What follows belongs to an exercise in optimizing a design on an open flow for small area; a production flow would make more cautious choices.
RTL that was checked went through simulation tests only; none was proved equivalent to the original.
No functional check of the RTL was part of run 2.
No activity file was given, so power comes from the tool's default toggle rates.

File: run.sh
#!/bin/bash
# synth_recipe.tcl (not shown) runs the flow's synth.tcl, then flattens the netlist and writes it again
# the make line also repeats each setting of config.mk as NAME=value (left out here)
make -C /OpenROAD-flow-scripts/flow DESIGN_CONFIG=/design/flow/config.mk WORK_HOME=/design/flow/orfs CLKGATE_MAP_FILE= SYNTH_SCRIPT=/design/flow/synth_recipe.tcl finish
File: config.mk
export PLATFORM = sky130hd
export DESIGN_NAME = dht_fsm
export DESIGN_NICKNAME = dht_fsm
export VERILOG_FILES = /design/flow/design.v
export SDC_FILE = /design/flow/constraint.sdc
export NUM_CORES = 4
export LEC_CHECK = 0
export CAP_MARGIN = 20
export CORE_MARGIN = 2
export CORE_UTILIZATION = 40
export SLEW_MARGIN = 20
File: design.v
module dht_reading (
    input  wire [39:0] frame,
    input  wire [2:0]  rh,         
    input  wire [2:0]  rt,         
    input  wire        unit,       
    output wire [15:0] hum_raw,
    output wire        temp_sign,
    output wire [14:0] temp_mag,
    output wire [15:0] hum_out,    
    output wire [17:0] temp_out    
);
    assign hum_raw   = frame[39:24];
    assign temp_sign = frame[23];
    assign temp_mag  = frame[22:8];
    function [16:0] sub17(input [16:0] a, input [16:0] b);
        integer k;
        reg w;
        begin
            w = 1'b0;
            for (k = 0; k < 17; k = k + 1) begin
                sub17[k] = a[k] ^ b[k] ^ w;
                w = (~a[k] & b[k]) | (~(a[k] ^ b[k]) & w);
            end
        end
    endfunction
    function [16:0] add17(input [16:0] a, input [16:0] b);
        integer k;
        reg c;
        begin
            c = 1'b0;
            for (k = 0; k < 17; k = k + 1) begin
                add17[k] = a[k] ^ b[k] ^ c;
                c = (a[k] & b[k]) | (c & (a[k] ^ b[k]));
            end
        end
    endfunction
    wire [16:0] hq = sub17({2'd0, hum_raw[15:1]}, {14'd0, rh});
    assign hum_out = {hq[14:0], 1'b0};
    wire [13:0] t = temp_mag[14:1];
    wire [16:0] x = sub17({3'd0, t}, {14'd0, rt});
    wire [11:0] c;
    wire [12:0] br;
    assign c[0] = x[0];
    assign c[1] = x[1];
    assign br[2] = 1'b0;
    genvar i;
    generate
        for (i = 2; i < 12; i = i + 1) begin : g_div5
            assign c[i]    = x[i] ^ c[i-2] ^ br[i];
            assign br[i+1] = (~x[i] & c[i-2]) | (~(x[i] ^ c[i-2]) & br[i]);
        end
    endgenerate
    wire [16:0] c40 = add17({5'd0, c}, 17'd40);
    wire [16:0] z   = sub17(x, {16'd0, temp_sign});
    wire [16:0] p   = {17{unit}} & {1'b0, c40[11:0], 2'b00};
    wire [16:0] w   = add17(z, p);
    assign temp_out = {w ^ {17{temp_sign}}, 1'b0};
endmodule
module dht_fsm (
    input  wire        clk,
    input  wire        rst,         
    input  wire [1:0]  cmd,         
    input  wire        unit,        
    input  wire        line_in,     
    input  wire [31:0] now,         
    output wire        line_dir,    
    output wire        line_drv,    
    output wire        busy,
    output wire [2:0]  err_out,
    output wire [39:0] frame_out,
    output wire [15:0] hum_raw,
    output wire        temp_sign,
    output wire [14:0] temp_mag,
    output wire [15:0] hum_out,
    output wire [17:0] temp_out
);
    localparam [2:0] IDLE         = 3'd0,
                     START_LOW    = 3'd1,
                     ACK_WAIT_LOW = 3'd2,
                     ACK_LOW      = 3'd3,
                     ACK_HIGH     = 3'd4,
                     BIT_LOW      = 3'd5,
                     BIT_HIGH     = 3'd6,
                     VALIDATE     = 3'd7;
    reg [39:0] frame;
    reg [39:0] acc;
    reg [31:0] t_start;
    reg [2:0]  err;
    reg [2:0]  phase;
    reg [5:0]  bitcnt;
    reg [2:0]  rh_acc, rt_acc;
    reg [2:0]  rh, rt;
    wire [10:0] e;
    wire [11:0] bw;
    assign bw[0] = 1'b0;
    genvar i;
    generate
        for (i = 0; i < 11; i = i + 1) begin : g_sub
            assign e[i]    = now[i] ^ t_start[i] ^ bw[i];
            assign bw[i+1] = (~now[i] & t_start[i]) | (~(now[i] ^ t_start[i]) & bw[i]);
        end
    endgenerate
    wire [20:0] hd = now[31:11] ^ t_start[31:11];
    wire [20:0] hz;
    assign hz[0] = hd[0] ^ bw[11];
    generate
        for (i = 1; i < 21; i = i + 1) begin : g_hz
            assign hz[i] = hd[i] ^ (bw[11] & ~now[10+i] & t_start[10+i]);
        end
    endgenerate
    wire hi11 = |hz;                  
    wire hi7  = hi11 | (|e[10:7]);    
    wire ge2000 = hi11 | (&e[10:6] & (e[5] | e[4]));
    wire ge40   = hi7 | e[6] | (e[5] & (e[4] | e[3]));
    wire ge100  = hi7 | (e[6] & e[5] & (e[4] | e[3] | e[2]));
    wire ge66   = hi7 | (e[6] & (e[5] | e[4] | e[3] | e[2] | e[1]));
    wire ge20   = hi7 | e[6] | e[5] | (e[4] & (e[3] | e[2]));
    wire gt100  = hi7 | (e[6] & e[5] & (e[4] | e[3] | (e[2] & (e[1] | e[0]))));
    wire sym    = e[6] | (e[5] & e[4] & (e[3] | e[2] | e[1]));    
    wire bad    = ~ge20 | gt100;
    function [7:0] add8(input [7:0] a, input [7:0] b);
        integer k;
        reg c;
        begin
            c = 1'b0;
            for (k = 0; k < 8; k = k + 1) begin
                add8[k] = a[k] ^ b[k] ^ c;
                c = (a[k] & b[k]) | (c & (a[k] ^ b[k]));
            end
        end
    endfunction
    wire [7:0] ck_sum = add8(add8(acc[39:32], acc[31:24]), add8(acc[23:16], acc[15:8]));
    wire       ck_ok  = (ck_sum == acc[7:0]);
    wire shift = (phase == BIT_HIGH) & ~line_in & ~bad;
    function [2:0] m5step(input [2:0] r, input b);
        case ({r, b})
            4'b000_0: m5step = 3'd0; 4'b000_1: m5step = 3'd1;
            4'b001_0: m5step = 3'd2; 4'b001_1: m5step = 3'd3;
            4'b010_0: m5step = 3'd4; 4'b010_1: m5step = 3'd0;
            4'b011_0: m5step = 3'd1; 4'b011_1: m5step = 3'd2;
            4'b100_0: m5step = 3'd3; 4'b100_1: m5step = 3'd4;
            default:  m5step = 3'bxxx;
        endcase
    endfunction
    always @(posedge clk) begin
        if (shift) begin
            acc    <= {acc[38:0], sym};
            bitcnt <= bitcnt + 6'd1;
            if (bitcnt < 6'd15)
                rh_acc <= m5step((bitcnt == 6'd0) ? 3'd0 : rh_acc, sym);
            if (bitcnt >= 6'd17 && bitcnt <= 6'd30)
                rt_acc <= m5step((bitcnt == 6'd17) ? 3'd0 : rt_acc, sym);
        end else if (phase == ACK_HIGH)
            bitcnt <= 6'd0;
    end
    always @(posedge clk) begin
        if (rst) begin
            frame <= 40'd0;
            rh    <= 3'd0;
            rt    <= 3'd0;
            err   <= 3'd0;
            phase <= IDLE;
        end else begin
            case (phase)
                IDLE: begin
                    t_start <= now;
                    if (cmd == 2'b01)
                        phase <= START_LOW;
                    else if (cmd == 2'b10)
                        err <= 3'd0;
                end
                START_LOW: begin
                    if (ge2000) begin
                        phase   <= ACK_WAIT_LOW;
                        t_start <= now;
                    end
                end
                ACK_WAIT_LOW: begin
                    if (ge40) begin
                        err   <= 3'd4;
                        phase <= IDLE;
                    end else if (!line_in) begin
                        phase   <= ACK_LOW;
                        t_start <= now;
                    end
                end
                ACK_LOW: begin
                    if (ge100) begin
                        err   <= 3'd4;
                        phase <= IDLE;
                    end else if (line_in) begin
                        phase   <= ACK_HIGH;
                        t_start <= now;
                    end
                end
                ACK_HIGH: begin
                    if (ge100) begin
                        err   <= 3'd4;
                        phase <= IDLE;
                    end else if (!line_in) begin
                        phase   <= BIT_LOW;
                        t_start <= now;
                    end
                end
                BIT_LOW: begin
                    if (ge66) begin
                        err   <= 3'd1;
                        phase <= IDLE;
                    end else if (line_in) begin
                        phase   <= BIT_HIGH;
                        t_start <= now;
                    end
                end
                BIT_HIGH: begin
                    if (!line_in) begin
                        t_start <= now;
                        if (bad) begin
                            err   <= 3'd2;
                            phase <= IDLE;
                        end else
                            phase <= (bitcnt == 6'd39) ? VALIDATE : BIT_LOW;
                    end
                end
                VALIDATE: begin
                    if (ck_ok) begin
                        frame <= acc;
                        rh    <= rh_acc;
                        rt    <= rt_acc;
                    end else
                        err <= 3'd3;
                    phase <= IDLE;
                end
            endcase
        end
    end
    assign line_dir  = (phase == START_LOW);
    assign line_drv  = (phase != START_LOW);
    assign busy      = (phase != IDLE);
    assign err_out   = err;
    assign frame_out = frame;
    dht_reading u_reading (
        .frame     (frame),
        .rh        (rh),
        .rt        (rt),
        .unit      (unit),
        .hum_raw   (hum_raw),
        .temp_sign (temp_sign),
        .temp_mag  (temp_mag),
        .hum_out   (hum_out),
        .temp_out  (temp_out)
    );
endmodule
File: constraint.sdc
create_clock -name core_clock -period 20.0 [get_ports {clk}]
set_input_delay 4.0000 -clock core_clock [delete_from_list [all_inputs] [get_ports {clk}]]
set_output_delay 4.0000 -clock core_clock [all_outputs]
set_load 0.01 [all_outputs]
==> results of run 1 <==
-- synth_stat cells (all sizes together) (5+ instances only) --
cell	n
nor2	69
nand2	15
nand3	8
xor2	20
edfxtp	84
dfxtp	52
nand4	6
xnor2	59
nor4	11
nor3	5
and2	6
inv	138
ha	56
clkbuf	13
buf	42
a21oi	13
and3	7
fa	53
nor3b	19
mux2i	46
nor2b	17
o31ai	5
o21ai	9
-- area by class of cell --
class | count | area [sq um] | share of cell area [%]
Inverter | 139 | 522 | 4.85
Sequential cell | 136 | 3560 | 33.1
Tap cell | 275 | 344 | 3.20
Clock buffer | 27 | 557 | 5.17
Timing Repair Buffer | 151 | 1500 | 13.9
Multi-Input combinational cell | 459 | 4230 | 39.3
Clock inverter | 5 | 53.8 | 0.500
-- stage by stage --
stage               instance area (sq um)  worst slack [ns]  cells  util [%]
floorplan                            8660              6.86    789         -
global placement                    10200              5.67   1160      48.0
detailed placement                  10200              5.62   1160      48.0
CTS                                 10800              5.57   1192      50.9
global route                        10800              5.26   1192      50.9
finish                              10800              5.56   1192      50.9
-- worst paths after layout --
check / endpoint / slack (ns) / cells after the start
worst max-delay path: temp_out[15] / 5.56 / 19
worst max register to register: t_start[15] / 13.12 / 21
worst min-delay path: err[2] / 0.49 / 2
worst min register to register: err[2] / 0.49 / 2
-- kinds of logic (layout without fill, tap and decap cells) --
kind of cell,Yosys count,count (layout),synth area share (%)
AOI/OAI and AO/OA,48,48,3.69
DFF,136,136,41.2
buffers and inverters,194,322,10.1
other,1,2,0.0433
adders and majority gates,109,109,20.4
muxes,46,46,5.32
and+or+nand+nor,175,175,11.3
xor gates and xnor gates,79,79,7.99
-- per-layer routing --
| metal | share of wire (%) | track usage (%) | up-vias |
|---|---|---|---|
| met5 | 0 | 0 | - |
| met4 | 0.92 | 4.25 | 0 |
| met3 | 5.5 | 4.52 | 15 |
| met2 | 48 | 26.8 | 117 |
| met1 | 45 | 20.1 | 2644 |
| li1 | - | - | 2782 |
-- worst max-delay path, stage by stage --
cell and delay, ns:
clkdlybuf4s50_1 0.56, nor2b_1 0.21, ha_1 0.20, fa_1 0.39
fa_1 0.41, fa_1 0.41, fa_1 0.41, fa_1 0.40
fa_1 0.40, fa_1 0.40, fa_1 0.42, fa_1 0.41
fa_1 0.37, inv_1 0.07, fa_1 0.16, inv_1 0.06
fa_1 0.49, xor2_1 0.14, clkdlybuf4s50_1 0.54
-- state kept, by name, indices dropped and copies added (netlist names) --
| register | count |
|---|---|
| rh | 3 |
| rt_acc | 3 |
| phase | 3 |
| rh_acc | 3 |
| bitcnt | 6 |
| acc | 40 |
| err | 3 |
| frame | 40 |
| t_start | 32 |
| rt | 3 |
-- power groups by stage --
| stage | registers (mW) | clock network [mW] | logic (mW) |
|---|---|---|---|
| floorplan | 0.325 | 0 | 0.0890 |
| global placement | 0.329 | 0 | 0.117 |
| detailed placement | 0.329 | 0 | 0.117 |
| CTS | 0.323 | 0.325 | 0.118 |
| global route | 0.325 | 0.336 | 0.131 |
| finish | 0.323 | 0.318 | 0.117 |
==> impl_metrics.yaml, run 1 <==
global_route:
  total_global_routing_track_utilization_pct: 15.9
  antenna_found_initial: 0
  grt_pass1_vias: 5631
  global_route.overflow_total: 0
  grt_pass1_wl_mm: 28.1
  grt_max_degree: 56
clock_tree:
  cts.reportedPaths.clkPinSlew_ns: 0.06
  root_buffer: "clkbuf_16"
  tritoncts_clock_tree: "done"
  post_cts_buffers: 0
  clock-sinks: 136
  max-clock-path-buffers: 2
  postCtsHoldBufs: 0
  cts_resized: 0
  insertion_delay_ns: 0.42
  ctsHtreeMaxLevel: 4
  cts_inserted_buffers: 17
sta:
  finalSetupViolations: 0
  slew_violations: 0
  hold_violations: 0
  skew_ns: 0.00873
  max_slew.worst_pin.slew_ns: 0.870
  post-route-period-util_pct: 72.2
  relSlewSlack_pct: 41.8
  grt_setup_unrepaired: "false"
  timing.fmax_mhz: 69.2
  holdWs_ns: 0.486
  period_needed_ns: 14.44
  timing.setup.tns_ns: 0
detailed_routing:
  drt_pre_antenna_iters: 6
  route.detailed.vias_per_inst: 4.66
  dr_total_vias: 5558
  drt_drc_violations_left: 0
  route.antenna.remaining_nets: 0
  wire_per_inst_microns: 14.2
  wirelength_mm: 16.9
  detailedRoute.firstIterationViolations: 270
place:
  place_congestion: 0.774
  place.detailed.hpwl_mm: 12.9
  place.port_buffers: 147
power:
  sequentialPowerShare_pct: 42.6
  power.switching_uw: 190
  power_report.internal_total_uw: 568
  switching_power_share_of_the_total_pct: 25.1
  pwr-share-comb_pct: 15.4
  p_per_area_nw_per_um2: 70.5
  power_leakage_nw: 4.34
  clock_power_share_pct: 42.0
  finalPower_uw: 759
  peakVddDrop_v: 0.0000608
critical_path:
  setup.worst_path.class: "in2out"
  timing.critical_path.to_type: "primary output"
  critPathLaunchType: "input pin"
  cp.required_ns: 16.00
  crit-reg2reg-launch: "t_start[0]"
  timing.critical_path.arrival_ns: 10.44
  critical_path.max_fanout: 12
  critical_path.startpoint: "unit"
cells_and_area:
  layout_stage_area_growth_over_the_synthesis_result_pct: 24.4
  top_library_cells_by_usage_in_the_layout_fill_and_taps_aside: "146 x clkdlybuf4s50_1, 138 x inv_1, 84 x edfxtp_1"
  mostFrequentLayoutCell: "clkdlybuf4s50_1"
  design.final.nets: 1051
  num-fill-cells: 1939
  diode_insertion_count_for_antenna_repair: 0
  fraction_of_layout_cells_with_a_size_suffix_above_1_pct: 4.91
synth:
  share_of_flip_flops_with_an_asynchronous_set_or_reset_after_synthesis_pct: 0
  synth_sequential_area_ratio_pct: 41.2
  yosysTopAreaCell: "edfxtp_1"
  synth_seq_cells: 136
  synthCells: 788
  synth_unique_cells: 55
  post_synth.cell_area_avg_sq_um: 11.0
  synth.area.top_cells: "edfxtp_1 29%, fa_1 12%, dfxtp_1 12%"
  synth-main-ff-cell: "edfxtp_1"
  synth_edf_count: 84
  synth.top_cell.area_share_pct: 29.1
  ys.warnings.count: 2
  netlist_area_sq_um: 8660
floorplanning:
  num_io_pins: 150
  die_height_microns: 151
  initial_core_util_pct: 40.9
  die_footprint_sq_um: 22800
  die_width_microns: 151
  core_area_sq_um: 21200
  placementRows: 53
worst_hold_path:
  kind_of_path_behind_the_tightest_hold_check: "reg2reg"
  min-delay-start: "err[2]"
run:
  maxCapViolations: 0
outcome:
  run_status: "finished clean"
==> run 2, diff against run 1 <==
--- a/design.v
+++ b/design.v
@@ -25,3 +25,3 @@
     endfunction
-    function [16:0] add17(input [16:0] a, input [16:0] b);
+    function [16:0] add17(input [16:0] a, input [16:0] b, input ci);
         integer k;
@@ -29,3 +29,3 @@
         begin
-            c = 1'b0;
+            c = ci;
             for (k = 0; k < 17; k = k + 1) begin
@@ -38,4 +38,5 @@
     assign hum_out = {hq[14:0], 1'b0};
-    wire [13:0] t = temp_mag[14:1];
-    wire [16:0] x = sub17({3'd0, t}, {14'd0, rt});
+    wire        s  = temp_sign;
+    wire [3:0]  v  = s ? {1'b0, rt} + 4'd5 : {1'b0, rt};
+    wire [16:0] x  = sub17({3'd0, temp_mag[14:1]}, {13'd0, v});
     wire [11:0] c;
@@ -52,7 +53,6 @@
     endgenerate
-    wire [16:0] c40 = add17({5'd0, c}, 17'd40);
-    wire [16:0] z   = sub17(x, {16'd0, temp_sign});
-    wire [16:0] p   = {17{unit}} & {1'b0, c40[11:0], 2'b00};
-    wire [16:0] w   = add17(z, p);
-    assign temp_out = {w ^ {17{temp_sign}}, 1'b0};
+    wire [16:0] k  = add17({5'd0, c}, {11'd0, 4'd10, s, 1'b0}, 1'b0);
+    wire [16:0] p  = unit ? {1'b0, k[11:0], 2'b00} : {14'd0, s, 2'b00};
+    wire [16:0] w  = add17(x, p, 1'b0);
+    assign temp_out = {w ^ {17{s}}, 1'b0};
 endmodule
@@ -85,3 +85,5 @@
     reg [39:0] frame;
-    reg [39:0] acc;
+    reg [31:0] acc;
+    reg [7:0]  ck_sum;
+    reg        ck_bad;
     reg [31:0] t_start;
@@ -120,15 +122,16 @@
     wire bad    = ~ge20 | gt100;
-    function [7:0] add8(input [7:0] a, input [7:0] b);
-        integer k;
-        reg c;
-        begin
-            c = 1'b0;
-            for (k = 0; k < 8; k = k + 1) begin
-                add8[k] = a[k] ^ b[k] ^ c;
-                c = (a[k] & b[k]) | (c & (a[k] ^ b[k]));
-            end
-        end
-    endfunction
-    wire [7:0] ck_sum = add8(add8(acc[39:32], acc[31:24]), add8(acc[23:16], acc[15:8]));
-    wire       ck_ok  = (ck_sum == acc[7:0]);
+    wire [2:0] bpos = ~bitcnt[2:0];           
+    wire [7:0] ck_base = (bitcnt == 6'd0) ? 8'd0 : ck_sum;
+    wire [8:0] ck_cy;
+    wire [7:0] ck_next;
+    assign ck_cy[0] = 1'b0;
+    generate
+        for (i = 0; i < 8; i = i + 1) begin : g_ck
+            wire inj = sym & (bpos == i);
+            assign ck_next[i] = ck_base[i] ^ (ck_cy[i] | inj);
+            assign ck_cy[i+1] = ck_base[i] & (ck_cy[i] | inj);
+        end
+    endgenerate
+    wire ck_bad_bit = sym ^ ck_sum[bpos];
+    wire ck_ok = ~ck_bad;
     wire shift = (phase == BIT_HIGH) & ~line_in & ~bad;
@@ -146,3 +149,7 @@
         if (shift) begin
-            acc    <= {acc[38:0], sym};
+            if (!bitcnt[5]) begin
+                acc    <= {acc[30:0], sym};
+                ck_sum <= ck_next;
+            end else
+                ck_bad <= ((bitcnt[2:0] == 3'd0) ? 1'b0 : ck_bad) | ck_bad_bit;
             bitcnt <= bitcnt + 6'd1;
@@ -225,3 +232,3 @@
                     if (ck_ok) begin
-                        frame <= acc;
+                        frame <= {acc, ck_sum};
                         rh    <= rh_acc;
==> flow/run.sh (new file) <==
#!/bin/bash
# Standard layout with the smallest buffer on the ports and a lean clock tree.
set -o pipefail
export BUFFER_PORTS_ARGS="-buffer_cell sky130_fd_sc_hd__buf_1"
export CTS_ARGS="-sink_clustering_enable -repair_clock_nets -buf_list sky130_fd_sc_hd__clkbuf_8 -sink_clustering_size 30 -dont_use_dummy_load"
bash standard.sh finish > standard.log 2>&1
==> standard.sh (new file) <==
#!/bin/bash
# synth_recipe.tcl (not shown) runs the flow's synth.tcl, then flattens the netlist and writes it again
# the make line also repeats each setting of config.mk as NAME=value (left out here)
make -C /OpenROAD-flow-scripts/flow DESIGN_CONFIG=/design/flow/config.mk WORK_HOME=/design/flow/orfs CLKGATE_MAP_FILE= SYNTH_SCRIPT=/design/flow/synth_recipe.tcl "${@:-finish}"
removed: run.sh
==> run 2 against run 1 <==
Register-to-register slack lost 0.68 ns. Sequential cell count increased by 1. Die area decreased by 5.3%. Hold slack got worse by 0.051 ns. Global-route usage shrank 1.3 points. Highest routed layer unchanged. Via count down 2.0%. Largest power group unchanged. Non-clock buffer count grew 3. Clock skew is 0.039 ns higher. Largest cell class unchanged.
==> impl_metrics.yaml, run 2 <==
synth:
  synthCells: 788
  netlist_area_sq_um: 8180
  ys.warnings.count: 2
  synth.top_cell.area_share_pct: 31.2
  synth_seq_cells: 137
  synth-main-ff-cell: "edfxtp_1"
  synth.top_cells.by_count: "122 x nand2_1, 89 x inv_1, 85 x edfxtp_1, 60 x a21oi_1"
  synth.area.top_cells: "edfxtp_1 31%, dfxtp_1 13%, fa_1 8.3%"
  synth_sequential_area_ratio_pct: 43.9
  synth_edf_count: 85
  share_of_flip_flops_with_an_asynchronous_set_or_reset_after_synthesis_pct: 0
  yosysMostFrequentCell: "nand2_1"
  synth_unique_cells: 63
  post_synth.cell_area_avg_sq_um: 10.4
  yosysTopAreaCell: "edfxtp_1"
critical_path:
  setup.worst_path.class: "in2out"
  critical_path.max_fanout: 13
  timing.critical_path.to_type: "primary output"
  critPathLaunchType: "input pin"
  timing.critical_path.arrival_ns: 9.41
  cp.required_ns: 16.00
worst_hold_path:
  kind_of_path_behind_the_tightest_hold_check: "reg2reg"
cells_and_area:
  multi_input_comb_area_sq_um: 3890
  fraction_of_layout_cells_with_a_size_suffix_above_1_pct: 6.13
  diode_insertion_count_for_antenna_repair: 0
  design.final.nets: 1023
  regMostFlops: "frame"
  top_library_cells_by_usage_in_the_layout_fill_and_taps_aside: "146 x buf_1, 121 x nand2_1, 89 x inv_1"
  seqCellArea_sq_um: 3590
  layout_stage_area_growth_over_the_synthesis_result_pct: 9.95
  num-fill-cells: 1958
  mostFrequentLayoutCell: "buf_1"
  largest_reg_flops: 40
  registers_with_the_most_flip_flops: "frame x40, acc x32, t_start x32"
clock_tree:
  max-clock-path-buffers: 2
  insertion_delay_ns: 0.45
  cts_resized: 0
  tritoncts_clock_tree: "done"
  post_cts_buffers: 0
  root_buffer: "clkbuf_8"
  cts.reportedPaths.clkPinSlew_ns: 0.07
  cts_inserted_buffers: 17
  clock-sinks: 137
  ctsHtreeMaxLevel: 4
  postCtsHoldBufs: 0
sta:
  timing.setup.tns_ns: 0
  timing.fmax_mhz: 74.6
  finalSetupViolations: 0
  skew_ns: 0.0473
  postLayoutSetupSlackWorst_ns: 6.59
  slew_violations: 0
  grt_setup_unrepaired: "false"
  period_needed_ns: 13.41
  post-route-period-util_pct: 67.1
  max_slew.worst_pin.slew_ns: 0.933
  relSlewSlack_pct: 37.6
  hold_violations: 0
global_route:
  grt_max_degree: 58
  global_route.overflow_total: 0
  grt_pass1_wl_mm: 25.4
  total_global_routing_track_utilization_pct: 14.5
  grt_pass1_vias: 5245
  antenna_found_initial: 0
floorplanning:
  die_height_microns: 147
  initial_core_util_pct: 40.6
  placementRows: 52
  die_footprint_sq_um: 21600
  die_width_microns: 147
  core_area_sq_um: 20200
  num_io_pins: 150
outcome:
  run_status: "finished clean"
power:
  pwr-share-comb_pct: 23.7
  switching_power_share_of_the_total_pct: 30.0
  power.switching_uw: 198
  sequentialPowerShare_pct: 51.2
  power_leakage_nw: 3.54
  power_report.internal_total_uw: 462
  peakVddDrop_v: 0.0000446
  p_per_area_nw_per_um2: 73.3
  clock_power_share_pct: 25.1
detailed_routing:
  wire_per_inst_microns: 13.0
  route.detailed.vias_per_inst: 4.67
  drt_drc_violations_left: 0
  route.antenna.remaining_nets: 0
  drt_pre_antenna_iters: 4
  dr_total_vias: 5447
  wirelength_mm: 15.2
  detailedRoute.firstIterationViolations: 263
place:
  detailedPlace.worstSlack_ns: 6.57
  place.detailed.hpwl_mm: 10.9
  place_congestion: 0.824
  place.port_buffers: 147
run:
  maxCapViolations: 0
## run 2: layout make-up
class	instances	share of cell area (%)
inverters	90	3.75
well taps	270	3.75
clock buffers	17	2.60
flip-flops and latches	137	39.9
multi-input cells	499	43.2
repair buffers	154	6.73
## run 2: per-stage QoR
| stage | power, mW | area (sq um) | util (%) | instances | hold WS [ns] |
|---|---|---|---|---|---|
| 6_report | 0.659 | 9000 | 44.6 | 1167 | 0.435 |
| 2_1_floorplan | 0.464 | 8190 | - | 789 | 0.426 |
| 3_3_place_gp | 0.500 | 8760 | 43.5 | 1150 | 0.432 |
| 3_5_place_dp | 0.501 | 8760 | 43.5 | 1150 | 0.434 |
| 4_1_cts | 0.667 | 9000 | 44.6 | 1167 | 0.438 |
| 5_1_grt | 0.700 | 9000 | 44.6 | 1167 | 0.444 |
## run 2: power by group through the flow
stage          Clock (mW)  Sequential (mW)  Combinational (mW)
6_report            0.166            0.337               0.156
5_1_grt             0.183            0.340               0.177
2_1_floorplan           0            0.339               0.125
4_1_cts             0.172            0.337               0.158
3_5_place_dp            0            0.343               0.157
3_3_place_gp            0            0.343               0.157
## run 2: path summary, 6_finish.rpt
check / from / endpoint / slack [ns] / depth (start not counted)
min: acc[9] / acc[10] / 0.43 / 0
max reg2reg: t_start[0] / t_start[11] / 12.44 / 22
min reg2reg: acc[9] / acc[10] / 0.43 / 0
max: unit / temp_out[14] / 6.59 / 17
## run 2: cells by family after synthesis
kind of cell,count (synthesis),share of synthesized area [%]
buffers and inverters,153,8.87
adder cells (fa/ha/maj),86,16.3
other,1,0.0458
multiplexers,10,1.71
AO/OA/AOI/OAI,102,7.90
flip-flops,137,43.9
AND/OR/NAND/NOR,238,14.8
XOR/XNOR,61,6.53
## run 2: per-layer routing
layer	up-vias	global-route usage [%]	part of all wire (%)
met1	2515	20.2	50
met5	-	0	0
met2	132	23.1	45
met3	10	3.42	4.4
met4	0	3.75	0.89
li1	2790	-	-
## run 2: worst max-delay path: stages
cell,delay (ns)
buf_1,0.33
a21oi_1,0.13
ha_1,0.20
fa_1,0.38
fa_1,0.39
fa_1,0.38
fa_1,0.40
fa_1,0.41
fa_1,0.42
fa_1,0.40
fa_1,0.41
fa_1,0.40
fa_1,0.37
inv_1,0.08
fa_1,0.42
xnor2_1,0.14
buf_1,0.16
==> run 3, diff against run 2 <==
--- a/design.v
+++ b/design.v
@@ -94,4 +94,4 @@
     reg [2:0]  rh, rt;
-    wire [10:0] e;
-    wire [11:0] bw;
+    wire [31:0] e;
+    wire [32:0] bw;
     assign bw[0] = 1'b0;
@@ -99,3 +99,3 @@
     generate
-        for (i = 0; i < 11; i = i + 1) begin : g_sub
+        for (i = 0; i < 32; i = i + 1) begin : g_sub
             assign e[i]    = now[i] ^ t_start[i] ^ bw[i];
@@ -104,11 +104,3 @@
     endgenerate
-    wire [20:0] hd = now[31:11] ^ t_start[31:11];
-    wire [20:0] hz;
-    assign hz[0] = hd[0] ^ bw[11];
-    generate
-        for (i = 1; i < 21; i = i + 1) begin : g_hz
-            assign hz[i] = hd[i] ^ (bw[11] & ~now[10+i] & t_start[10+i]);
-        end
-    endgenerate
-    wire hi11 = |hz;                  
+    wire hi11 = |e[31:11];            
     wire hi7  = hi11 | (|e[10:7]);    
==> flow/run.sh (replaced) <==
#!/bin/bash
# Standard layout with the smallest buffer on the ports and a lean clock tree.
set -o pipefail
export BUFFER_PORTS_ARGS="-buffer_cell sky130_fd_sc_hd__buf_1"
export CTS_ARGS="-sink_clustering_enable -repair_clock_nets -buf_list sky130_fd_sc_hd__clkbuf_8 -sink_clustering_size 50 -sink_clustering_max_diameter 300 -dont_use_dummy_load"
bash standard.sh finish > standard.log 2>&1
==> run 3 against run 2 <==
Sequential power decreased by 6.2%. Hold slack improved by 0.0019 ns. Global-route usage increased by 0.25 points. Non-clock buffer count unchanged. Sequential cell count unchanged. Count of clock-buffer cells in the layout unchanged. Worst setup slack got worse by 3.0 ns. First-iteration DRC count decreased by 25%. Clock skew decreased by 0.0079 ns. Fmax decreased by 18%. Combinational power decreased by 48%. Highest routed layer unchanged.
==> impl_metrics.yaml, run 3 <==
outcome:
  run_status: "finished clean"
place:
  place.detailed.hpwl_mm: 11.4
  place_congestion: 0.824
  place.port_buffers: 147
  dpl_cell_area_sq_um: 8710
  numPlacedInstances: 1134
  detailedPlace.worstSlack_ns: 2.96
sta:
  timing.setup.tns_ns: 0
  holdWs_ns: 0.437
  slew_violations: 0
  finalSetupViolations: 0
  relSlewSlack_pct: 55.8
  postLayoutSetupSlackWorst_ns: 3.58
  hold_violations: 0
  post-route-period-util_pct: 82.1
  skew_ns: 0.0394
  grt_setup_unrepaired: "false"
  timing.fmax_mhz: 60.9
  period_needed_ns: 16.42
  max_slew.worst_pin.slew_ns: 0.663
synth:
  yosysTopAreaCell: "edfxtp_1"
  share_of_flip_flops_with_an_asynchronous_set_or_reset_after_synthesis_pct: 0
  netlist_area_sq_um: 8100
  synth.top_cell.area_share_pct: 31.5
  synth_edf_count: 85
  yosysMostFrequentCell: "inv_1"
  synth.top_cells.by_count: "111 x inv_1, 109 x nand2_1, 85 x edfxtp_1, 61 x a21oi_1, 54 x fa_1"
  synthCells: 770
  synth_unique_cells: 62
  synth.area.top_cells: "edfxtp_1 32%, fa_1 13%, dfxtp_1 13%"
  synth-main-ff-cell: "edfxtp_1"
  synth_seq_cells: 137
  post_synth.cell_area_avg_sq_um: 10.5
  ys.warnings.count: 2
  synth_sequential_area_ratio_pct: 44.4
critical_path:
  cp.required_ns: 20.07
  cpMaxStageDelayCell: "or4_1"
  timing.critical_path.slowest_cell_delay_ns: 0.57
  timing.critical_path.to_type: "flip-flop"
  setup.worst_path.class: "in2reg"
  critical_path.max_fanout: 32
  critPathLaunchType: "input pin"
  timing.critical_path.arrival_ns: 16.49
  most_common_cell_on_crit_path: "fa_1"
clock_tree:
  cts.reportedPaths.clkPinSlew_ns: 0.07
  cts_inserted_buffers: 17
  post_cts_buffers: 0
  cts_resized: 0
  max-clock-path-buffers: 2
  root_buffer: "clkbuf_8"
  ctsHtreeMaxLevel: 4
  postCtsHoldBufs: 0
  tritoncts_clock_tree: "done"
  insertion_delay_ns: 0.45
  clock-sinks: 137
cells_and_area:
  fraction_of_layout_cells_with_a_size_suffix_above_1_pct: 5.33
  layout_stage_area_growth_over_the_synthesis_result_pct: 10.6
  stdcell_area_sq_um: 8960
  regMostFlops: "frame"
  registers_with_the_most_flip_flops: "frame x40, acc x32, t_start x32"
  top_library_cells_by_usage_in_the_layout_fill_and_taps_aside: "146 x buf_1, 111 x inv_1, 109 x nand2_1"
  design.final.nets: 1028
  multi_input_comb_area_sq_um: 3760
  mostFrequentLayoutCell: "buf_1"
  diode_insertion_count_for_antenna_repair: 0
  seqCellArea_sq_um: 3590
  num-fill-cells: 1955
  largest_reg_flops: 40
  finish.cell_count_without_fillers: 1152
global_route:
  grt_pass1_wl_mm: 25.5
  antenna_found_initial: 0
  grt_max_degree: 59
  grt_pass1_vias: 5139
  global_route.overflow_total: 0
  total_global_routing_track_utilization_pct: 14.8
floorplanning:
  die_height_microns: 146
  initial_core_util_pct: 40.4
  placementRows: 52
  die_width_microns: 146
  core_area_sq_um: 20000
  die_footprint_sq_um: 21400
  num_io_pins: 150
detailed_routing:
  route.antenna.remaining_nets: 0
  drt_pre_antenna_iters: 4
  route.detailed.vias_per_inst: 4.73
  drt_drc_violations_left: 0
  detailedRoute.firstIterationViolations: 198
  dr_total_vias: 5444
  wirelength_mm: 15.2
  wire_per_inst_microns: 13.2
worst_hold_path:
  kind_of_path_behind_the_tightest_hold_check: "reg2reg"
power:
  peakVddDrop_v: 0.0000494
  p_per_area_nw_per_um2: 62.4
  power_leakage_nw: 3.62
run:
  maxCapViolations: 0
[run 3: kinds of logic after synthesis]
| kind of cell | synth area share [%] |
|---|---|
| flip-flops | 44.4 |
| XOR/XNOR | 3.03 |
| AO/OA/AOI/OAI | 8.17 |
| multiplexers | 0.803 |
| buffers and inverters | 9.55 |
| adder cells (fa/ha/maj) | 21.4 |
| other | 0.0463 |
| AND/OR/NAND/NOR | 12.7 |
[run 3: area by class of cell]
cell class / instances / share of cell area, %
multi-input combinational: 463 / 42.0
sequential: 137 / 40.1
timing repair buffer: 154 / 6.90
inverter: 111 / 4.65
tap: 270 / 3.77
clock buffer: 17 / 2.61
[run 3: final timing paths]
kind,startpoint,to,slack [ns],cells past startpoint
max,now[0],t_start[2],3.58,44
min reg2reg,acc[30],acc[31],0.44,0
min,acc[30],acc[31],0.44,0
max reg2reg,t_start[0],t_start[2],6.93,42
[run 3: critical path, delay by kind of cell]
kind	cells	cell delay, ns
adder cells (fa/ha/maj)	31	10.45
buffers and inverters	7	0.79
AO/OA/AOI/OAI	1	0.17
AND/OR/NAND/NOR	3	0.77
XOR/XNOR	2	0.32
[run 3: metal layers]
| metal | global-route usage, % | wire, microns | vias to the layer above |
|---|---|---|---|
| met5 | 0 | 0 | - |
| met4 | 4.08 | 184 | 0 |
| met3 | 3.28 | 634 | 10 |
| met2 | 23.4 | 7170 | 123 |
| met1 | 20.7 | 7240 | 2602 |
| li1 | - | - | 2709 |
[run 3: through the flow]
| step | power, mW | util (%) |
|---|---|---|
| 2_1_floorplan | 0.382 | - |
| 3_3_place_gp | 0.403 | 43.5 |
| 3_5_place_dp | 0.404 | 43.5 |
| 4_1_cts | 0.567 | 44.6 |
| 5_1_grt | 0.591 | 44.7 |
| 6_report | 0.559 | 44.7 |
[run 3: report_power, final]
part / internal (mW) / switching (mW)
logic: 0.0322 / 0.0490
clock network: 0.0746 / 0.0874
registers: 0.310 / 0.00618
==> run 4, diff against run 3 <==
==> flow/run.sh (replaced) <==
#!/bin/bash
# Standard layout with the smallest buffer on the ports and a lean clock tree.
set -o pipefail
export BUFFER_PORTS_ARGS="-buffer_cell sky130_fd_sc_hd__buf_1"
export CTS_ARGS="-sink_clustering_enable -repair_clock_nets -root_buf sky130_fd_sc_hd__clkbuf_8 -buf_list {sky130_fd_sc_hd__clkbuf_4 sky130_fd_sc_hd__clkbuf_8} -dont_use_dummy_load"
bash standard.sh finish > standard.log 2>&1
==> run 4 against run 3 <==
Highest routed layer unchanged. Synthesized area unchanged. Sequential power about the same. Cell count unchanged. Critical endpoint unchanged. Clock power about the same. Hold slack unchanged. Combinational power about the same. Routed wire length unchanged. Register-to-register slack about the same.
==> impl_metrics.yaml, run 4 <==
detailed_routing:
  drt_pre_antenna_iters: 4
  detailedRoute.firstIterationViolations: 198
  route.antenna.remaining_nets: 0
  route.detailed.vias_per_inst: 4.73
  dr_total_vias: 5444
  wirelength_mm: 15.2
  drt_drc_violations_left: 0
  wire_per_inst_microns: 13.2
synth:
  synth-main-ff-cell: "edfxtp_1"
  synth.top_cell.area_share_pct: 31.5
  synth.area.top_cells: "edfxtp_1 32%, fa_1 13%, dfxtp_1 13%"
  synth_seq_cells: 137
  post_synth.cell_area_avg_sq_um: 10.5
  share_of_flip_flops_with_an_asynchronous_set_or_reset_after_synthesis_pct: 0
  yosysTopAreaCell: "edfxtp_1"
  yosysMostFrequentCell: "inv_1"
  netlist_area_sq_um: 8100
  ys.warnings.count: 2
  synth.top_cells.by_count: "111 x inv_1, 109 x nand2_1, 85 x edfxtp_1, 61 x a21oi_1, 54 x fa_1"
  synthCells: 770
  synth_sequential_area_ratio_pct: 44.4
  synth_edf_count: 85
  synth_unique_cells: 62
cells_and_area:
  mostFrequentLayoutCell: "buf_1"
  largest_reg_flops: 40
  seqCellArea_sq_um: 3590
  diode_insertion_count_for_antenna_repair: 0
  top_library_cells_by_usage_in_the_layout_fill_and_taps_aside: "146 x buf_1, 111 x inv_1, 109 x nand2_1"
  design.final.nets: 1028
  multi_input_comb_area_sq_um: 3760
  layout_stage_area_growth_over_the_synthesis_result_pct: 10.6
  regMostFlops: "frame"
  stdcell_area_sq_um: 8960
  num-fill-cells: 1955
  registers_with_the_most_flip_flops: "frame x40, acc x32, t_start x32"
  fraction_of_layout_cells_with_a_size_suffix_above_1_pct: 5.33
power:
  p_per_area_nw_per_um2: 62.4
  finalPower_uw: 559
  power_leakage_nw: 3.62
  peakVddDrop_v: 0.0000494
clock_tree:
  ctsHtreeMaxLevel: 4
  root_buffer: "clkbuf_8"
  tritoncts_clock_tree: "done"
  clock-sinks: 137
  postCtsHoldBufs: 0
  cts_inserted_buffers: 17
  cts_resized: 0
  cts.reportedPaths.clkPinSlew_ns: 0.07
  max-clock-path-buffers: 2
  post_cts_buffers: 0
  insertion_delay_ns: 0.45
sta:
  timing.fmax_mhz: 60.9
  period_needed_ns: 16.42
  slew_violations: 0
  holdWs_ns: 0.437
  timing.setup.tns_ns: 0
  post-route-period-util_pct: 82.1
  finalSetupViolations: 0
  postLayoutSetupSlackWorst_ns: 3.58
  skew_ns: 0.0394
  grt_setup_unrepaired: "false"
  max_slew.worst_pin.slew_ns: 0.663
  hold_violations: 0
  relSlewSlack_pct: 55.8
worst_hold_path:
  whs_endpoint: "acc[31]"
  hold-path-cell-count: 0
  min-delay-start: "acc[30]"
  kind_of_path_behind_the_tightest_hold_check: "reg2reg"
run:
  maxCapViolations: 0
critical_path:
  setup.worst_path.class: "in2reg"
  cp.required_ns: 20.07
  critical_path.n_buffers_inverters: 7
  timing.critical_path.arrival_ns: 16.49
  regToRegSetupSlack_ns: 6.93
  critical-path-top-delay-family: "adder cells"
  timing.critical_path.to_type: "flip-flop"
  timing.critical_path.slowest_cell_delay_ns: 0.57
  cp_num_cells: 44
  most_common_cell_on_crit_path: "fa_1"
  cpMaxStageDelayCell: "or4_1"
  critPathLaunchType: "input pin"
  crit-reg2reg-launch: "t_start[0]"
  r2r_cells: 42
  critical_r2r_capture: "t_start[2]"
  critical_path.max_fanout: 32
global_route:
  grt_pass1_wl_mm: 25.5
  grt_pass1_vias: 5139
  antenna_found_initial: 0
  global_route.overflow_total: 0
  grt_max_degree: 59
  total_global_routing_track_utilization_pct: 14.8
place:
  dpl_cell_area_sq_um: 8710
  place_congestion: 0.824
  detailedPlace.worstSlack_ns: 2.96
  place.detailed.hpwl_mm: 11.4
  place.port_buffers: 147
floorplanning:
  placementRows: 52
  core_area_sq_um: 20000
  num_io_pins: 150
  die_height_microns: 146
  die_width_microns: 146
  die_footprint_sq_um: 21400
  initial_core_util_pct: 40.4
outcome:
  run_status: "finished clean"
==> run 4: cell counts in the layout (fill, tap and decap cells not counted) <==
No cell type changed its count.
==> run 4: worst max-delay path by stage <==
| stage | startpoint | end | slack (ns) |
|---|---|---|---|
| after floorplan | now[0] | t_start[0] | 1.92 |
| after global placement | now[0] | acc[12] | 3.10 |
| after detailed placement | now[0] | acc[10] | 2.96 |
| after CTS | now[0] | acc[28] | 3.40 |
| after global routing | now[0] | t_start[2] | 3.09 |
| final | now[0] | t_start[2] | 3.58 |
==> run 4: cells by family after synthesis <==
group	after synthesis	share of synthesized area [%]
multiplexers	4	0.803
AND/OR/NAND/NOR	212	12.7
other	1	0.0463
adder cells (fa/ha/maj)	106	21.4
AO/OA/AOI/OAI	111	8.17
flip-flops	137	44.4
XOR/XNOR	28	3.03
buffers and inverters	171	9.55
==> run 4: cell type report <==
type	instances	area share (%)
Clock buffer	17	2.61
Inverter	111	4.65
Multi-Input combinational cell	463	42.0
Sequential cell	137	40.1
Tap cell	270	3.77
Timing Repair Buffer	154	6.90
==> run 4: power by group <==
part,switching [mW],internal (mW),total (mW)
clock network,0.0874,0.0746,0.162
logic,0.0490,0.0322,0.0812
registers,0.00618,0.310,0.316
total,0.143,0.417,0.559
==> run 4: metal layers <==
metal	wire (microns)	part of all wire, %	GRT usage (%)
met1	7240	48	20.7
met2	7170	47	23.4
met3	634	4.2	3.28
met4	184	1.2	4.08
met5	0	0	0
==> run 4: stage by stage <==
step | utilization [%] | std cells
CTS | 44.6 | 1151
finish | 44.7 | 1152
global placement | 43.5 | 1134
floorplan | - | 771
global route | 44.7 | 1152
detailed placement | 43.5 | 1134
==> run 5, diff against run 4 <==
==> flow/run.sh (replaced) <==
#!/bin/bash
# Standard layout with the smallest buffer on the ports and a lean clock tree.
set -o pipefail
export BUFFER_PORTS_ARGS="-buffer_cell sky130_fd_sc_hd__buf_1"
export CTS_ARGS="-sink_clustering_enable -repair_clock_nets -buf_list sky130_fd_sc_hd__clkbuf_8 -sink_clustering_size 30 -sink_clustering_max_diameter 150 -dont_use_dummy_load"
bash standard.sh finish > standard.log 2>&1
==> run 5 against run 4 <==
Still clean on timing, DRC and antenna. Sequential cell count stayed put. Sequential share of layout area stayed put. Count of clock-buffer cells in the layout stayed put. Non-clock buffer count stayed put. Synthesized cell count stayed put. Combinational power hardly changed. Fmax stayed put. Register-to-register slack hardly changed. Die area stayed put. Clock skew stayed put. Clock power hardly changed. Power stayed put. Largest power group unchanged.
==> impl_metrics.yaml, run 5 <==
worst_hold_path:
  min-delay-start: "acc[30]"
  kind_of_path_behind_the_tightest_hold_check: "reg2reg"
  hold-path-cell-count: 0
  whs_endpoint: "acc[31]"
power:
  switching_power_share_of_the_total_pct: 25.5
  sequentialPowerShare_pct: 56.5
  finalPower_uw: 559
  pwr-share-comb_pct: 14.5
  peakVddDrop_v: 0.0000494
  p_per_area_nw_per_um2: 62.4
  power_report.internal_total_uw: 417
  power.switching_uw: 143
  power_leakage_nw: 3.62
  clock_power_share_pct: 29.0
clock_tree:
  clock-sinks: 137
  cts_inserted_buffers: 17
  cts.reportedPaths.clkPinSlew_ns: 0.07
  root_buffer: "clkbuf_8"
  tritoncts_clock_tree: "done"
  postCtsHoldBufs: 0
  ctsHtreeMaxLevel: 4
  post_cts_buffers: 0
  cts_resized: 0
  max-clock-path-buffers: 2
  insertion_delay_ns: 0.45
synth:
  post_synth.cell_area_avg_sq_um: 10.5
  synth.top_cell.area_share_pct: 31.5
  synth_unique_cells: 62
  yosysTopAreaCell: "edfxtp_1"
  synth_seq_cells: 137
  share_of_flip_flops_with_an_asynchronous_set_or_reset_after_synthesis_pct: 0
  synth-main-ff-cell: "edfxtp_1"
  ys.warnings.count: 2
  synth.top_cells.by_count: "111 x inv_1, 109 x nand2_1, 85 x edfxtp_1, 61 x a21oi_1, 54 x fa_1"
  synthCells: 770
  yosysMostFrequentCell: "inv_1"
  synth.area.top_cells: "edfxtp_1 32%, fa_1 13%, dfxtp_1 13%"
  netlist_area_sq_um: 8100
  synth_edf_count: 85
  synth_sequential_area_ratio_pct: 44.4
critical_path:
  most_common_cell_on_crit_path: "fa_1"
  setup.worst_path.class: "in2reg"
  cp.required_ns: 20.07
  critical_r2r_capture: "t_start[2]"
  critPathLaunchType: "input pin"
  r2r_cells: 42
  timing.critical_path.to_type: "flip-flop"
  cpMaxStageDelayCell: "or4_1"
  regToRegSetupSlack_ns: 6.93
  critical_path.max_fanout: 32
  timing.critical_path.arrival_ns: 16.49
  crit-reg2reg-launch: "t_start[0]"
  timing.critical_path.slowest_cell_delay_ns: 0.57
sta:
  slew_violations: 0
  skew_ns: 0.0394
  post-route-period-util_pct: 82.1
  timing.fmax_mhz: 60.9
  max_slew.worst_pin.slew_ns: 0.663
  hold_violations: 0
  relSlewSlack_pct: 55.8
  period_needed_ns: 16.42
  timing.setup.tns_ns: 0
  grt_setup_unrepaired: "false"
  postLayoutSetupSlackWorst_ns: 3.58
  finalSetupViolations: 0
place:
  detailedPlace.worstSlack_ns: 2.96
  numPlacedInstances: 1134
  place.detailed.hpwl_mm: 11.4
  place_congestion: 0.824
  place.port_buffers: 147
detailed_routing:
  dr_total_vias: 5444
  wirelength_mm: 15.2
  detailedRoute.firstIterationViolations: 198
  drt_pre_antenna_iters: 4
  wire_per_inst_microns: 13.2
  route.detailed.vias_per_inst: 4.73
  route.antenna.remaining_nets: 0
  drt_drc_violations_left: 0
cells_and_area:
  layout_stage_area_growth_over_the_synthesis_result_pct: 10.6
  fraction_of_layout_cells_with_a_size_suffix_above_1_pct: 5.33
  largest_reg_flops: 40
  seqCellArea_sq_um: 3590
  num-fill-cells: 1955
  final_core_utilization_pct: 44.7
  design.final.nets: 1028
  multi_input_comb_area_sq_um: 3760
  mostFrequentLayoutCell: "buf_1"
  regMostFlops: "frame"
  top_library_cells_by_usage_in_the_layout_fill_and_taps_aside: "146 x buf_1, 111 x inv_1, 109 x nand2_1"
  registers_with_the_most_flip_flops: "frame x40, acc x32, t_start x32"
  diode_insertion_count_for_antenna_repair: 0
  finish.cell_count_without_fillers: 1152
global_route:
  global_route.overflow_total: 0
  antenna_found_initial: 0
  grt_pass1_wl_mm: 25.5
  total_global_routing_track_utilization_pct: 14.8
  grt_max_degree: 59
  grt_pass1_vias: 5139
floorplanning:
  die_height_microns: 146
  placementRows: 52
  die_footprint_sq_um: 21400
  die_width_microns: 146
  core_area_sq_um: 20000
  num_io_pins: 150
  initial_core_util_pct: 40.4
run:
  maxCapViolations: 0
outcome:
  run_status: "finished clean"
-- run 5: cell counts after synthesis --
Identical to the previous run, type by type.
-- run 5: per-layer routing --
metal / global-route usage, % / vias to the layer above / wire, microns
met5: 0 / - / 0
met2: 23.4 / 123 / 7170
met3: 3.28 / 10 / 634
li1: - / 2709 / -
met1: 20.7 / 2602 / 7240
met4: 4.08 / 0 / 184
-- run 5: cell families after synthesis --
family	after synthesis	synth area share, %
other	1	0.0463
xor gates and xnor gates	28	3.03
AOI/OAI and AO/OA	111	8.17
adders and majority gates	106	21.4
muxes	4	0.803
buffers and inverters	171	9.55
DFF	137	44.4
and+or+nand+nor	212	12.7
-- run 5: area by class of cell --
class | count | area share [%]
well taps | 270 | 3.77
multi-input cells | 463 | 42.0
repair buffers | 154 | 6.90
inverters | 111 | 4.65
clock buffers | 17 | 2.61
flip-flops and latches | 137 | 40.1
-- run 5: per-stage QoR --
| step | hold slack, ns | cell area [sq um] |
|---|---|---|
| after floorplan | 0.426 | 8100 |
| after global placement | 0.431 | 8710 |
| after detailed placement | 0.435 | 8710 |
| after CTS | 0.440 | 8940 |
| after global routing | 0.447 | 8960 |
| final | 0.437 | 8960 |
-- run 5: worst max path at each step --
| stage | startpoint | to | slack (ns) | cells past startpoint |
|---|---|---|---|---|
| 6_report | now[0] | t_start[2] | 3.58 | 44 |
| 2_1_floorplan | now[0] | t_start[0] | 1.92 | 42 |
| 5_1_grt | now[0] | t_start[2] | 3.09 | 44 |
| 4_1_cts | now[0] | acc[28] | 3.40 | 42 |
| 3_5_place_dp | now[0] | acc[10] | 2.96 | 42 |
| 3_3_place_gp | now[0] | acc[12] | 3.10 | 42 |
-- run 5: critical path: cells and delay by family --
kind / cells / cell delay [ns]
XOR/XNOR: 2 / 0.32
adder cells (fa/ha/maj): 31 / 10.45
AO/OA/AOI/OAI: 1 / 0.17
buffers and inverters: 7 / 0.79
AND/OR/NAND/NOR: 3 / 0.77
-- run 5: power groups by stage --
stage          registers (mW)  logic, mW  clock network, mW
4_1_cts                 0.316     0.0820              0.169
5_1_grt                 0.318     0.0937              0.179
3_5_place_dp            0.322     0.0812                  0
3_3_place_gp            0.323     0.0802                  0
2_1_floorplan           0.320     0.0613                  0
6_report                0.316     0.0812              0.162
==> run 6, diff against run 5 <==
==> flow/run.sh (replaced) <==
#!/bin/bash
# Layout flow: the standard ORFS flow with three changes.
#  1. Synthesis: the standard flow's synthesis script, except that full/half adders are
#     not extracted into fa/ha cells and ABC maps with an area-oriented
#     script (flow/abc_area.script). Registers are inferred and mapped by
#     the unchanged steps before ABC, so they match the standard synthesis.
#  2. Port buffers use the smallest buffer cell (buf_1).
#  3. Clock tree: clkbuf_8 buffers, no dummy loads.
# Each tool's output goes to a log of its own here and under orfs/logs.
set -o pipefail
HERE=$(pwd)
export BUFFER_PORTS_ARGS="-buffer_cell sky130_fd_sc_hd__buf_1"
export CTS_ARGS="-sink_clustering_enable -repair_clock_nets -buf_list sky130_fd_sc_hd__clkbuf_8 -dont_use_dummy_load"

SYN=$FLOW_HOME/scripts/synth.tcl
L=$(grep -n "^# Technology mapping of adders" "$SYN" | cut -d: -f1)
sed "$((L+1))s|^if {\$|if {0 \&\& |; s|log_cmd abc {\*}\$abc_args|log_cmd abc -script $HERE/flow/abc_area.script {*}[lrange \$abc_args 2 end]|" "$SYN" > own_synth_core.tcl
sed "s|source \$::env(SCRIPTS_DIR)/synth.tcl|source $HERE/own_synth_core.tcl|" synth_recipe.tcl > own_synth.tcl
grep -q "abc_area.script" own_synth_core.tcl || { echo "synth patch failed" > synth.log; exit 1; }
grep -q "own_synth_core.tcl" own_synth.tcl || { echo "synth patch failed" > synth.log; exit 1; }

MK=$(grep '^make ' standard.sh | sed "s|SYNTH_SCRIPT=[^ ]*|SYNTH_SCRIPT=$HERE/own_synth.tcl|; s|\"\${@:-finish}\"|synth|")
echo "$MK" > synth_cmd.log
eval "$MK" > synth.log 2>&1 || exit 1
bash standard.sh finish > standard.log 2>&1
==> flow/abc_area.script (new file) <==
strash
&get -n
&st
&dc2
&dch -f
&nf -a -p
&put
==> run 6 against run 5 <==
Still clean. Worst setup slack better by 3.3 ns. Register-to-register slack gained 5.7 ns. Non-clock buffer count is 1 lower. Hold slack got worse by 0.0064 ns. Synthesized area shrank 5.0%. Global-route usage increased by 0.15 points. Critical endpoint is now temp_out[15].
==> impl_metrics.yaml, run 6 <==
synth:
  synth.top_cell.area_share_pct: 33.2
  synthCells: 780
  post_synth.cell_area_avg_sq_um: 9.86
  synth.top_cells.by_count: "115 x nand2_1, 89 x xnor2_1, 85 x edfxtp_1, 65 x a21oi_1, 52 x dfxtp_1"
  netlist_area_sq_um: 7690
  synth_seq_cells: 137
  ys.warnings.count: 2
  synth.area.top_cells: "edfxtp_1 33%, dfxtp_1 14%, xnor2_1 10%"
  yosysTopAreaCell: "edfxtp_1"
  synth_sequential_area_ratio_pct: 46.7
  synth_edf_count: 85
  yosysMostFrequentCell: "nand2_1"
  synth_unique_cells: 45
  synth-main-ff-cell: "edfxtp_1"
  share_of_flip_flops_with_an_asynchronous_set_or_reset_after_synthesis_pct: 0
floorplanning:
  placementRows: 50
  die_width_microns: 143
  die_footprint_sq_um: 20400
  core_area_sq_um: 18800
  die_height_microns: 143
  initial_core_util_pct: 41.0
  num_io_pins: 150
sta:
  slew_violations: 0
  skew_ns: 0.0311
  finalSetupViolations: 0
  relSlewSlack_pct: 33.0
  holdWs_ns: 0.430
  timing.setup.tns_ns: 0
  grt_setup_unrepaired: "false"
  period_needed_ns: 13.11
  hold_violations: 0
  max_slew.worst_pin.slew_ns: 1.01
  post-route-period-util_pct: 65.5
  timing.fmax_mhz: 76.3
critical_path:
  regToRegSetupSlack_ns: 12.64
  cp.required_ns: 16.00
  timing.critical_path.arrival_ns: 9.11
  setup.worst_path.class: "in2out"
  timing.critical_path.to_type: "primary output"
  critPathLaunchType: "input pin"
  critical_path.max_fanout: 15
power:
  p_per_area_nw_per_um2: 106
  peakVddDrop_v: 0.0000474
  power_leakage_nw: 2.71
detailed_routing:
  drt_pre_antenna_iters: 4
  wirelength_mm: 15.0
  wire_per_inst_microns: 13.1
  route.detailed.vias_per_inst: 4.97
  drt_drc_violations_left: 0
  route.antenna.remaining_nets: 0
  dr_total_vias: 5711
  detailedRoute.firstIterationViolations: 210
worst_hold_path:
  kind_of_path_behind_the_tightest_hold_check: "reg2reg"
clock_tree:
  postCtsHoldBufs: 0
  insertion_delay_ns: 0.45
  cts_inserted_buffers: 17
  root_buffer: "clkbuf_8"
  ctsHtreeMaxLevel: 4
  max-clock-path-buffers: 2
  post_cts_buffers: 0
  cts.reportedPaths.clkPinSlew_ns: 0.09
  clock-sinks: 137
  tritoncts_clock_tree: "done"
  cts_resized: 0
run:
  maxCapViolations: 0
cells_and_area:
  diode_insertion_count_for_antenna_repair: 0
  regMostFlops: "frame"
  layout_stage_area_growth_over_the_synthesis_result_pct: 11.5
  mostFrequentLayoutCell: "buf_1"
  fraction_of_layout_cells_with_a_size_suffix_above_1_pct: 3.06
  top_library_cells_by_usage_in_the_layout_fill_and_taps_aside: "146 x buf_1, 115 x nand2_1, 89 x xnor2_1"
  registers_with_the_most_flip_flops: "frame x40, acc x32, t_start x32"
  design.final.nets: 956
  largest_reg_flops: 40
place:
  place.detailed.hpwl_mm: 10.8
  place_congestion: 0.818
  place.port_buffers: 147
global_route:
  global_route.overflow_total: 0
  met2_usage_pct: 25.1
  grt_max_degree: 54
  grt_pass1_vias: 5177
  gr-usage-met3_pct: 3.86
  global_route.peak_usage_layer: "met2"
  total_global_routing_track_utilization_pct: 15.0
  antenna_found_initial: 0
  grt_util_met1_pct: 18.9
  grt_pass1_wl_mm: 24.3
outcome:
  run_status: "finished clean"
## run 6: final cells by class
type | count | area [sq um]
timing repair buffer | 153 | 598
inverter | 26 | 97.6
tap | 234 | 293
multi-input combinational | 583 | 3760
sequential | 137 | 3590
clock buffer | 17 | 234
fill | 1838 | 10200
## run 6: cells by family after synthesis
| logic type | share of synthesized area, % |
|---|---|
| AO/OA/AOI/OAI | 10.6 |
| XOR/XNOR | 16.0 |
| adder cells (fa/ha/maj) | 4.03 |
| buffers and inverters | 4.68 |
| flip-flops | 46.7 |
| other | 0.0487 |
| AND/OR/NAND/NOR | 17.9 |
## run 6: worst max-delay path: stages
cell	delay, ns
buf_1	0.39
nor2_1	0.08
a211oi_1	0.36
clkinv_1	0.12
maj3_1	0.40
maj3_1	0.40
maj3_1	0.40
maj3_1	0.40
maj3_1	0.40
maj3_1	0.40
maj3_1	0.39
o21ai_0	0.30
maj3_1	0.28
maj3_1	0.24
maj3_1	0.19
xnor3_1	0.20
buf_1	0.14
## run 6: power by group
group	switching [mW]	total, mW	internal (mW)
registers	0.0234	0.363	0.339
logic	0.211	0.384	0.173
clock network	0.0877	0.162	0.0747
## run 6: final timing paths
kind	start	endpoint	cells past startpoint
worst min register to register	acc[30]	acc[31]	0
worst max register to register	t_start[0]	ck_sum[0]	18
worst min-delay path	acc[30]	acc[31]	0
worst max-delay path	unit	temp_out[15]	17
## run 6: stage by stage
stage	instance area [sq um]	instances	power, mW	setup slack [ns]	utilization [%]
2_1_floorplan	7700	781	0.673	7.50	-
3_3_place_gp	8340	1133	0.749	6.88	44.5
3_5_place_dp	8340	1133	0.755	6.81	44.5
4_1_cts	8580	1150	0.922	6.81	45.7
5_1_grt	8580	1150	0.975	6.49	45.7
6_report	8580	1150	0.909	6.89	45.7
## run 6: per-layer routing
layer / share of wire, % / wire length, microns
met1: 48 / 7190
met2: 48 / 7200
met3: 3.6 / 547
met4: 0.49 / 74
met5: 0 / 0

[what the ideal ports hide]
No port has a modelled driver above. Below, the same layouts with a new extraction and two added sets of constraints. Step 1 assumes that a clkbuf_16 drives the clock port and a buf_2 every other input. Step 2 adds t to the input delays and takes it off the output delays; t is the mean of the earliest and latest rising clock arrival at the registers after step 1. Input paths then give back, and output paths get back, about the clock's delay inside the block. Three values: ideal, step 1, step 2; two values: the first two.
run	shift t [ns]	setup WS [ns]	worst setup path at the end	slew at the worst register clock pin (ns)
run 1	0.456	5.558 / 5.532 / 5.532	input to output	0.06 / 0.06
run 2	0.464	6.586 / 6.564 / 6.564	input to output	0.09 / 0.09
run 3	0.467	3.578 / 3.592 / 3.125	input to register	0.09 / 0.09
run 4	0.467	3.578 / 3.592 / 3.125	input to register	0.09 / 0.09
run 5	0.467	3.578 / 3.592 / 3.125	input to register	0.09 / 0.09
run 6	0.464	6.894 / 6.866 / 6.866	input to output	0.09 / 0.09
After both steps every run listed still meets setup and hold.
